From an optimization exercise on the open Yosys and OpenROAD flow, aimed at small area, a short achievable clock period and few clock cycles; shortcuts taken in it are not production practice.
In this exercise RTL edits were held to simulation tests only and were not proved equivalent to the original.

==> flow/design.v (excerpt) <==
module bxc_acc (
    input  wire        clk,
    input  wire        rst,           
    input  wire        start,
    input  wire        cfg_b58,       
    input  wire        cfg_decode,    
    input  wire [8:0]  cfg_radix,     
    input  wire        in_valid,
    input  wire [8:0]  in_data,
    output wire        in_ready,
    output wire        out_valid,
    output wire [9:0]  out_data,
    input  wire        out_ready,
    output wire        busy,
    output reg  [2:0]  err_code,
    output reg  [31:0] err_pos
);
For scale: ~7700 cells after synthesis, roughly 73 I/O pins, about 71000 sq um of cells after synthesis.
export LEC_CHECK = 0
export CAP_MARGIN = 70
export CORE_MARGIN = 2
export CORE_UTILIZATION = 40
export PLACE_DENSITY = 0.6
export SLEW_MARGIN = 70
export SYNTH_HIERARCHICAL = 1
create_clock -name core_clock -period 36.0 [get_ports {clk}]
standard.sh (not shown) runs the stock make flow with config.mk's settings and CLKGATE_MAP_FILE= SYNTH_SCRIPT=/design/flow/synth_recipe.tcl, a recipe that flattens the netlist after the stock synthesis.
==> flow/flow/run.sh <==
#!/bin/bash
# Layout flow: the standard ORFS flow (standard.sh, synthesis unchanged),
# with the port buffers built from sky130_fd_sc_hd__buf_2 cells instead of the
# delay-buffer cells buffer_ports picks by default. Every input and output
# port still gets its own buffer.
set -euo pipefail
export BUFFER_PORTS_ARGS="-buffer_cell sky130_fd_sc_hd__buf_2"
bash standard.sh finish > standard_flow.log 2>&1
Testbench counts at the start, summed over its fixed seeds: cycles 47,571.
Change:
--- a/flow/design.v
+++ b/flow/design.v
@@ -224,19 +224,19 @@
             if (!ldec && fst_r[2*u]   && pact_prev[u] && QR[8*u +: 4]   != 4'd0) ovf_now[u] = 1'b1;
             if (!ldec && fst_r[2*u+1] && pact_prev[u] && QR[8*u+4 +: 4] != 4'd0) ovf_now[u] = 1'b1;
             if ( ldec && fst_r[2*u+1] && pact_prev[u] && (HR[8*u +: 8] != 8'd0 || CB[u])) ovf_now[u] = 1'b1;
         end
     end
     reg [NBW-1:0] ovf_u;
     always @(*) begin
         ovf_u = {NBW{1'b0}};
         for (u = B - 1; u >= 0; u = u - 1)
-            if (ovf[u]) ovf_u = u;
+            if (ovf[u] || ovf_now[u]) ovf_u = u;
     end
     wire [6:0] jx      = (ph >= S) ? ph - S : ph + L;         
     wire       jx_nz   = (X[8*S-1 -: 8] != 8'd0);
     reg  [6:0] grow;             
     wire       jx_ok   = !(firstp && ph < S);                
     wire       len_up  = jx_nz && jx_ok && jx >= len;
     wire [6:0] len_n   = len_up ? jx + 7'd1 : len;
     wire [7:0] need    = {1'b0, len_n} + {1'b0, grow};
     function [5:0] lfit;
@@ -249,23 +249,26 @@
             else if (l >= NA)   lfit = NA[5:0];
             else if (a <= FINE) lfit = {l[5:1], 1'b0};
             else                lfit = {l[5:2], 2'b00};
         end
     endfunction
     wire [5:0] L_lo    = lfit({1'b0, len} + {1'b0, grow});
     wire [5:0] L_hi    = lfit({1'b0, Lr} + {1'b0, grow});
     wire [5:0] L_ext   = (jx_nz && jx_ok) ? L_hi : L_lo;
     wire [511:0] V = {X, R};
-    wire [6:0] rd_off  = wr - {1'b0, L};
-    wire [5:0] rd_idx  = (wr < {1'b0, L}) ? wr[5:0] : (6'd63 - rd_off[5:0]);
+    wire [7:0] w0_t    = {1'b0, len} - 8'd1 - {1'b0, ph};
+    wire [6:0] w0      = w0_t[7] ? w0_t[6:0] + Lr : w0_t[6:0];
+    wire [6:0] rd_w    = (state == ST_OUT) ? wr : w0;
+    wire [6:0] rd_off  = rd_w - {1'b0, L};
+    wire [5:0] rd_idx  = (rd_w < {1'b0, L}) ? rd_w[5:0] : (6'd63 - rd_off[5:0]);
     wire [7:0] rd_cell = V[8*rd_idx +: 8];
     wire [7:0] rd_char = (lb58 && !ldec) ? rom58(rd_cell[5:0]) : rd_cell;
-    wire drained = in_stop && nq == 0 && !use_raw && pact == {B{1'b0}} && ph > S;
+    wire drained = in_stop && nq == 0 && !use_raw && pact == {B{1'b0}} && ph >= S;
     wire cfg_ok = cfg_b58 || (cfg_radix >= 9'd2 && cfg_radix <= 9'd256);
     wire [NBW:0] q_after  = {1'b0, (bnd ? {NBW{1'b0}} : nq)} + {{NBW{1'b0}}, sym_q};
     wire         rdy_room = !end_taken && !(raw_v && raw_eos) && !stop_in && !sym_bad && (q_after < B);
     wire         rdy_full = (q_after >= B - 1);
     integer j;
     always @(posedge clk) begin
         for (j = 0; j < NA; j = j + 1) begin
             if (j == NA - 1)
                 R[8*j +: 8] <= X[8*S-1 -: 8];
@@ -338,19 +341,19 @@
             z0_r <= go_first || (run && !bnd && (firstp || (ph + 7'd1 >= Lr0)));
             if (go_first)
                 ph <= 7'd0;
             else if (state != ST_IDLE && state != ST_FILL)
                 ph <= ph_last ? 7'd0 : ph + 7'd1;
             if (run && ph == S - 1 && pact != {B{1'b0}} && L_ext > L)
                 L <= L_ext;
             if (run && len_up)
                 len <= jx + 7'd1;
-            if (run && ph == S)
+            if (run && ph == S - 1)
                 ovf <= {B{1'b0}};
             else
                 ovf <= ovf | ovf_now;
             in_ready_r <= 1'b0;
             case (state)
                 ST_IDLE: begin
                     out_valid_r <= 1'b0;
                     raw_v       <= 1'b0;
                     lr          <= cfg_b58 ? 9'd58 : cfg_radix;
@@ -391,39 +394,45 @@
                             out_valid_r <= 1'b1;
                             out_data_r  <= 10'h300;
                         end else begin
                             state       <= ST_OUT;
                             jn          <= 7'd0;
                             endtok      <= 1'b0;
                         end
                     end else if (state == ST_FILL && go_first) begin
                         state <= ST_RUN;
-                    end else if (run && ph == S && ovf != {B{1'b0}}) begin
+                    end else if (run && ph == S - 1 && (ovf | ovf_now) != {B{1'b0}}) begin
                         err_code    <= E_CAPACITY;
                         err_pos     <= err_pos - {24'd0, cs_prev} + {{(32-NBW){1'b0}}, ovf_u};
                         state       <= ST_FLUSH;
                         in_ready_r  <= 1'b0;
                         out_valid_r <= 1'b1;
                         out_data_r  <= 10'h300;
                     end else if (run && drained) begin
                         in_ready_r <= 1'b0;
                         if (stop_in) begin
                             err_code    <= E_INVALID;
                             state       <= ST_FLUSH;
                             out_valid_r <= 1'b1;
                             out_data_r  <= 10'h300;
                         end else begin
-                            state  <= ST_OUT;
-                            jn     <= len;
-                            endtok <= 1'b0;
-                            wr     <= ({1'b0, len} + {1'b0, Lr} - 8'd2 - {1'b0, ph} >= {1'b0, Lr})
-                                      ? len - 7'd2 - ph
-                                      : len + Lr - 7'd2 - ph;
+                            state       <= ST_OUT;
+                            out_valid_r <= 1'b1;
+                            if (len == 7'd0) begin
+                                out_data_r <= 10'h100;
+                                endtok     <= 1'b1;
+                                jn         <= 7'd0;
+                            end else begin
+                                out_data_r <= {2'b00, rd_char};
+                                endtok     <= 1'b0;
+                                jn         <= len - 7'd1;
+                                wr         <= (w0 >= 7'd2) ? w0 - 7'd2 : w0 + Lr - 7'd2;
+                            end
                         end
                     end
                 end
                 ST_OUT: begin
                     if (!out_valid_r || out_ready) begin
                         if (out_valid_r && endtok) begin
                             out_valid_r <= 1'b0;
                             busy_r      <= 1'b0;
                             state       <= ST_IDLE;
Wire length went down by about 4.4%.
Cell area drops by 1.5%.
Die area is lower by about 1.4%.
Area after synthesis goes down by about 1.4%.
Hold slack improves by 41 ps.
Testbench counts after the change, summed over its fixed seeds: cycles 47,093.

[separate check: timing with driven ports]
The results above use ideal ports. As a check the final layouts listed here were re-extracted and re-timed, cells and wires unchanged.
Step 1 assumes that a clkbuf_16 drives the clock port and a buf_2 every other input.
Step 2, shift: input delay + t, output delay - t, t = (earliest + latest rising clock arrival at the registers) / 2. This alone moves slack from input paths to output paths.
Slacks: ideal ports / drivers / drivers and shift; pairs: ideal ports / drivers.
run | shift t [ns] | slack for setup (ns) | hold WS [ns]
the first run | 0.818 | 27.265 / 27.182 / 26.891 | 0.289 / 0.289 / 0.289
the second run | 0.786 | 27.021 / 27.021 / 26.956 | 0.329 / 0.329 / 0.329
After both steps setup and hold are still met in every run listed. The setup slack of the first run, which loses most, moves by -0.083 ns with the drivers and by -0.374 ns with both steps.
